What follows belongs to an exercise in optimizing a design on an open flow for a short achievable clock period; a production flow would make more cautious choices.
The RTL was checked by simulation tests, not by an equivalence proof against the original design.
Power and IR drop assume default switching activity.

Design sport_frame_decoder, start of the top module:
module sport_frame_decoder (
    input  wire        clk,
    input  wire        rst,         
    input  wire        in_valid,
    input  wire [7:0]  in_data,
    output wire        frame_valid,
    output wire [71:0] frame_data,
    output wire        evt_valid,
    output wire [3:0]  evt_kind,
    output wire [31:0] evt_value
);
    localparam [7:0] START     = 8'h7E;
    localparam [7:0] ESC       = 8'h7D;
    localparam [7:0] ESC_XOR   = 8'h20;
    localparam [7:0] DEVICE_ID = 8'h1B;
    localparam [7:0] FRAME_TYPE= 8'h10;
    reg       s_idle, s_pay, s_esc;
    reg [3:0] cur;
    reg       p8, e8;
    reg [63:0] fb;
    reg       acc_q;
    reg [3:0] kind_q;
    wire step   = in_valid && !rst;
    wire is_esc = (in_data == ESC);
    wire wr     = step && (s_esc || (s_pay && !is_esc));
    wire [7:0] wdata = s_esc ? (in_data ^ ESC_XOR) : in_data;
    wire [3:0] cur_next = cur + 4'd1;
    always @(posedge clk) begin
        if (rst) begin
            s_idle <= 1'b1;
            s_pay  <= 1'b0;
            s_esc  <= 1'b0;
            cur    <= 4'd0;
            p8     <= 1'b0;
            e8     <= 1'b0;
        end else if (in_valid) begin
            if (s_idle) begin
                if (in_data == START) begin
                    s_idle <= 1'b0;
                    s_pay  <= 1'b1;
                    cur    <= 4'd0;
                end
            end else if (s_pay) begin
                if (is_esc) begin
                    s_pay <= 1'b0;
                    s_esc <= 1'b1;
                    e8    <= p8;
                    p8    <= 1'b0;
                end else begin
                    cur    <= cur_next;
                    s_idle <= p8;
                    s_pay  <= !p8;
                    p8     <= (cur == 4'd7);
                    e8     <= 1'b0;
                end
            end else if (s_esc) begin
                cur    <= cur_next;
                s_idle <= e8;
                s_esc  <= 1'b0;
  ...
clock: 6.0 ns
lec_check: 0
cap_margin: 20
core_margin: 2
core_utilization: 35
setup_slack_margin: 3.2
slew_margin: 20
synth_hierarchical: 1
run.sh (not shown) runs the stock make flow with config.mk's settings and CLKGATE_MAP_FILE= SYNTH_SCRIPT=/design/flow/synth_recipe.tcl, a recipe that flattens the netlist after the stock synthesis.
Edit:
- CORE_UTILIZATION: 35 -> 45
The changed run produced a clean layout.
Final cell count is lower by 4.5%.
Combinational power is lower by about 3%.
Global-route usage is higher by 4.7 points.
Routed wire length barely changes.
Sequential power hardly moves.
Via count is higher by 1.4%.
Edit:
- CORE_UTILIZATION: 45 -> 55
Effect:
- With this change the flow did not get past 4_1_cts, error DPL-0033
- synthesized cell count does not change
- synthesized area is unchanged
Edit:
- CORE_UTILIZATION: 55 -> 45
- SETUP_SLACK_MARGIN: 3.2 -> 5
The changed run finished clean.
Synthesized cell count is unchanged.
Synthesized area is unchanged.


## job 1990
The RTL this note starts from:
==> flow/design.v <==
module sport_frame_decoder (
    input  wire        clk,
    input  wire        rst,         
    input  wire        in_valid,
    input  wire [7:0]  in_data,
    output wire        frame_valid,
    output wire [71:0] frame_data,
    output wire        evt_valid,
    output wire [3:0]  evt_kind,
    output wire [31:0] evt_value
);
    localparam [7:0] START     = 8'h7E;
    localparam [7:0] ESC       = 8'h7D;
    localparam [7:0] ESC_XOR   = 8'h20;
    localparam [7:0] DEVICE_ID = 8'h1B;
    localparam [7:0] FRAME_TYPE= 8'h10;
    reg       s_idle, s_pay, s_esc;
    reg [3:0] cur;
    reg       p8, e8;
    reg [63:0] fb;
    reg       acc_q;
    reg [3:0] kind_q;
    wire step   = in_valid && !rst;
    wire is_esc = (in_data == ESC);
    wire wr     = step && (s_esc || (s_pay && !is_esc));
    wire [7:0] wdata = s_esc ? (in_data ^ ESC_XOR) : in_data;
    wire [3:0] cur_next = cur + 4'd1;
    always @(posedge clk) begin
        if (rst) begin
            s_idle <= 1'b1;
            s_pay  <= 1'b0;
            s_esc  <= 1'b0;
            cur    <= 4'd0;
            p8     <= 1'b0;
            e8     <= 1'b0;
        end else if (in_valid) begin
            if (s_idle) begin
                if (in_data == START) begin
                    s_idle <= 1'b0;
                    s_pay  <= 1'b1;
                    cur    <= 4'd0;
                end
            end else if (s_pay) begin
                if (is_esc) begin
                    s_pay <= 1'b0;
                    s_esc <= 1'b1;
                    e8    <= p8;
                    p8    <= 1'b0;
                end else begin
                    cur    <= cur_next;
                    s_idle <= p8;
                    s_pay  <= !p8;
                    p8     <= (cur == 4'd7);
                    e8     <= 1'b0;
                end
            end else if (s_esc) begin
                cur    <= cur_next;
                s_idle <= e8;
                s_esc  <= 1'b0;
                s_pay  <= !e8;
                p8     <= (cur == 4'd7);
                e8     <= 1'b0;
            end
        end
    end
    always @(posedge clk) begin
        if (wr)
            fb <= {wdata, fb[63:8]};
    end
    wire [7:0]  device_id    = fb[15:8];
    wire [7:0]  frame_type   = fb[23:16];
    wire [15:0] data_type_id = fb[39:24];
    reg       known;
    reg [3:0] kind;
    always @(*) begin
        known = 1'b1;
        kind  = 4'd0;
        case (data_type_id)
            16'h0600: kind = 4'd0;    
            16'h0800: kind = 4'd1;    
            16'h0210: kind = 4'd2;    
            16'h0910: kind = 4'd3;    
            16'h0200: kind = 4'd4;    
            16'h0840: kind = 4'd5;    
            16'hF101: kind = 4'd6;    
            16'h0400: kind = 4'd7;    
            16'h0410: kind = 4'd8;    
            16'h0100: kind = 4'd9;    
            16'h0820: kind = 4'd10;   
            16'h0420: kind = 4'd11;   
            16'h0830: kind = 4'd12;   
            16'h0430: kind = 4'd13;   
            16'h0440: kind = 4'd14;   
            16'h0110: kind = 4'd15;   
            default:  known = 1'b0;
        endcase
    end
    always @(posedge clk) begin
        if (wr && cur == 4'd7) begin
            acc_q  <= (device_id == DEVICE_ID) && (frame_type == FRAME_TYPE) && known;
            kind_q <= kind;
        end
    end
    localparam integer NA = 102;      
    localparam integer G  = 4;        
    localparam integer ND = (NA + G - 1) / G;
    wire        ep8 = e8 | p8;
    wire        e8n = ~e8;
    wire [3:0]  kv  = acc_q ? kind_q : 4'd0;
    wire [31:0] vv  = acc_q ? fb[63:32] : 32'd0;
    wire [NA-1:0] src = {vv, kv, acc_q, fb, 1'b1};
    wire [NA-1:0] zn  = ~(ep8 ? src : {NA{1'b0}});
    wire [NA-1:0] a_out;
    wire [ND-1:0] cn;
    genvar g, j;
    generate
        for (g = 0; g < ND; g = g + 1) begin : dec
            sfd_dec u_dec (
                .v(in_valid), .r(rst), .d(in_data), .e8n(e8n), .cn(cn[g])
            );
        end
        for (j = 0; j < NA; j = j + 1) begin : bitg
            g_nor2 u_bit (.a(cn[j / G]), .b(zn[j]), .y(a_out[j]));
        end
    endgenerate
    wire [1:0] ln;
    wire [7:0] dn;
    sfd_decl u_ldec0 (
        .v(in_valid), .r(rst), .d(in_data), .e8n(e8n), .en(ep8), .cn(ln[0])
    );
    sfd_decl u_ldec1 (
        .v(in_valid), .r(rst), .d(in_data), .e8n(e8n), .en(ep8), .cn(ln[1])
    );
    generate
        for (j = 0; j < 8; j = j + 1) begin : lastg
            if (j == 5) begin : fl
                g_xnor2 u_x (.a(in_data[j]), .b(e8), .y(dn[j]));
            end else begin : pl
                g_inv u_i (.a(in_data[j]), .y(dn[j]));
            end
            g_nor2 u_bit (.a(ln[j / 4]), .b(dn[j]), .y(frame_data[64 + j]));
        end
    endgenerate
    assign frame_valid       = a_out[0];
    assign frame_data[63:0]  = a_out[64:1];
    assign evt_valid         = a_out[65];
    assign evt_kind          = a_out[69:66];
    assign evt_value         = a_out[101:70];
endmodule
module sfd_dec (
    input  wire       v,
    input  wire       r,
    input  wire [7:0] d,
    input  wire       e8n,
    output wire       cn
);
    wire nlo, nhi, eqlo, eqhi, m, vr;
    g_nand4b u_lo  (.an(d[1]), .b(d[0]), .c(d[2]), .d(d[3]), .y(nlo));
    g_nand4b u_hi  (.an(d[7]), .b(d[4]), .c(d[5]), .d(d[6]), .y(nhi));
    g_inv    u_ilo (.a(nlo), .y(eqlo));
    g_inv    u_ihi (.a(nhi), .y(eqhi));
    g_nand3  u_m   (.a(eqlo), .b(eqhi), .c(e8n), .y(m));
    g_vr2    u_vr  (.v(v), .r(r), .y(vr));
    g_nand2  u_cn  (.a(vr), .b(m), .y(cn));
endmodule
module sfd_decl (
    input  wire       v,
    input  wire       r,
    input  wire [7:0] d,
    input  wire       e8n,
    input  wire       en,
    output wire       cn
);
    wire nlo, nhi, eqlo, eqhi, m, vr;
    g_nand4b u_lo  (.an(d[1]), .b(d[0]), .c(d[2]), .d(d[3]), .y(nlo));
    g_nand4b u_hi  (.an(d[7]), .b(d[4]), .c(d[5]), .d(d[6]), .y(nhi));
    g_inv    u_ilo (.a(nlo), .y(eqlo));
    g_inv    u_ihi (.a(nhi), .y(eqhi));
    g_nand3  u_m   (.a(eqlo), .b(eqhi), .c(e8n), .y(m));
    g_vr     u_vr  (.v(v), .r(r), .en(en), .y(vr));
    g_nand2  u_cn  (.a(vr), .b(m), .y(cn));
endmodule
module g_vr2 (
    input  wire v,
    input  wire r,
    output wire y
);
    assign y = v & ~r;
endmodule
module g_vr (
    input  wire v,
    input  wire r,
    input  wire en,
    output wire y
);
    assign y = v & ~r & en;
endmodule
module g_nand4b (
    input  wire an,
    input  wire b,
    input  wire c,
    input  wire d,
    output wire y
);
    assign y = ~(~an & b & c & d);
endmodule
module g_nand3 (
    input  wire a,
    input  wire b,
    input  wire c,
    output wire y
);
    assign y = ~(a & b & c);
endmodule
module g_nand2 (
    input  wire a,
    input  wire b,
    output wire y
);
    assign y = ~(a & b);
endmodule
module g_nor2 (
    input  wire a,
    input  wire b,
    output wire y
);
    assign y = ~(a | b);
endmodule
module g_inv (
    input  wire a,
    output wire y
);
    assign y = ~a;
endmodule
module g_xnor2 (
    input  wire a,
    input  wire b,
    output wire y
);
    assign y = ~(a ^ b);
endmodule
==> flow/config.mk <==
export PLATFORM = sky130hd
export DESIGN_NAME = sport_frame_decoder
export DESIGN_NICKNAME = sport_frame_decoder
export VERILOG_FILES = /design/flow/design.v
export SDC_FILE = /design/flow/constraint.sdc
export NUM_CORES = 4
export LEC_CHECK = 0
export CAP_MARGIN = 20
export CORE_MARGIN = 2
export CORE_UTILIZATION = 40
export SETUP_SLACK_MARGIN = 3.2
export SLEW_MARGIN = 20
export SYNTH_HIERARCHICAL = 1
==> flow/constraint.sdc <==
create_clock -name core_clock -period 6.0 [get_ports {clk}]
set_input_delay 1.2000 -clock core_clock [delete_from_list [all_inputs] [get_ports {clk}]]
set_output_delay 1.2000 -clock core_clock [all_outputs]
set_load 0.01 [all_outputs]
Job 1990 | stages: all done | timing, DRC, antenna: all pass
## Diff of input files: job 9083 against job 1990
- a change of CORE_UTILIZATION from 40 to 45
==> flow/flow/run.sh (new file) <==
#!/bin/bash
# Standard layout; setup repair may size, swap pins and remove buffers, but
# does not insert new buffers or clone gates (SETUP_MOVE_SEQUENCE).
set -uo pipefail
bash standard.sh SETUP_MOVE_SEQUENCE=unbuffer,sizeup,swap finish > standard.log 2>&1
==> flow/standard.sh (new file) <==
#!/bin/bash
# synth_recipe.tcl (not shown) runs the flow's synth.tcl, then flattens the netlist and writes it again
# the make line also repeats each setting of config.mk as NAME=value (left out here)
make -C /OpenROAD-flow-scripts/flow DESIGN_CONFIG=/design/flow/config.mk WORK_HOME=/design/flow/orfs CLKGATE_MAP_FILE= SYNTH_SCRIPT=/design/flow/synth_recipe.tcl "${@:-finish}"
removed: flow/run.sh
==> comparison <==
Job 9083: full flow OK, the timing, design-rule and antenna checks passed. Job 1990 → job 9083: routed length per instance now smaller; relative contribution of sequential cells to total power now larger; area taken by multi-input logic gates now smaller.

## separate check: timing with driven ports
Ports are ideal in the flow. The routed layouts listed here were re-timed in OpenROAD. Step 1: set_driving_cell puts a clkbuf_16 on clk and a buf_2 on each other input, an assumption about the parent block. Step 2 moves the port delays by t, midway between the first and last clock arrival at a register: inputs arrive t later, outputs are due t later. That takes back most of the time a late clock gives input paths. Slacks: ideal / step 1 / step 2; pairs: ideal / step 1.
run | t, ns | slack for setup (ns) | worst setup path at the end | slew at the worst register clock pin (ns) | pins driven straight from the clock port
the first run of note 1 | 0.380 | 2.658 / 2.520 / 2.520 | input to output | 0.06 / 0.06 | 1
the second run of note 1 | 0.390 | 2.702 / 2.595 / 2.595 | input to output | 0.08 / 0.08 | 1
the fourth run of note 1 | 0.395 | 2.446 / 2.289 / 2.289 | input to output | 0.09 / 0.09 | 1
job 1990 | 0.377 | 2.727 / 2.492 / 2.492 | input to output | 0.06 / 0.06 | 1
job 9083 | 0.380 | 2.749 / 2.686 / 2.686 | input to output | 0.06 / 0.06 | 1
After both steps setup and hold are still met in every run listed. The setup slack of job 1990, which loses most, moves by -0.235 ns with the drivers and by -0.235 ns with both steps.
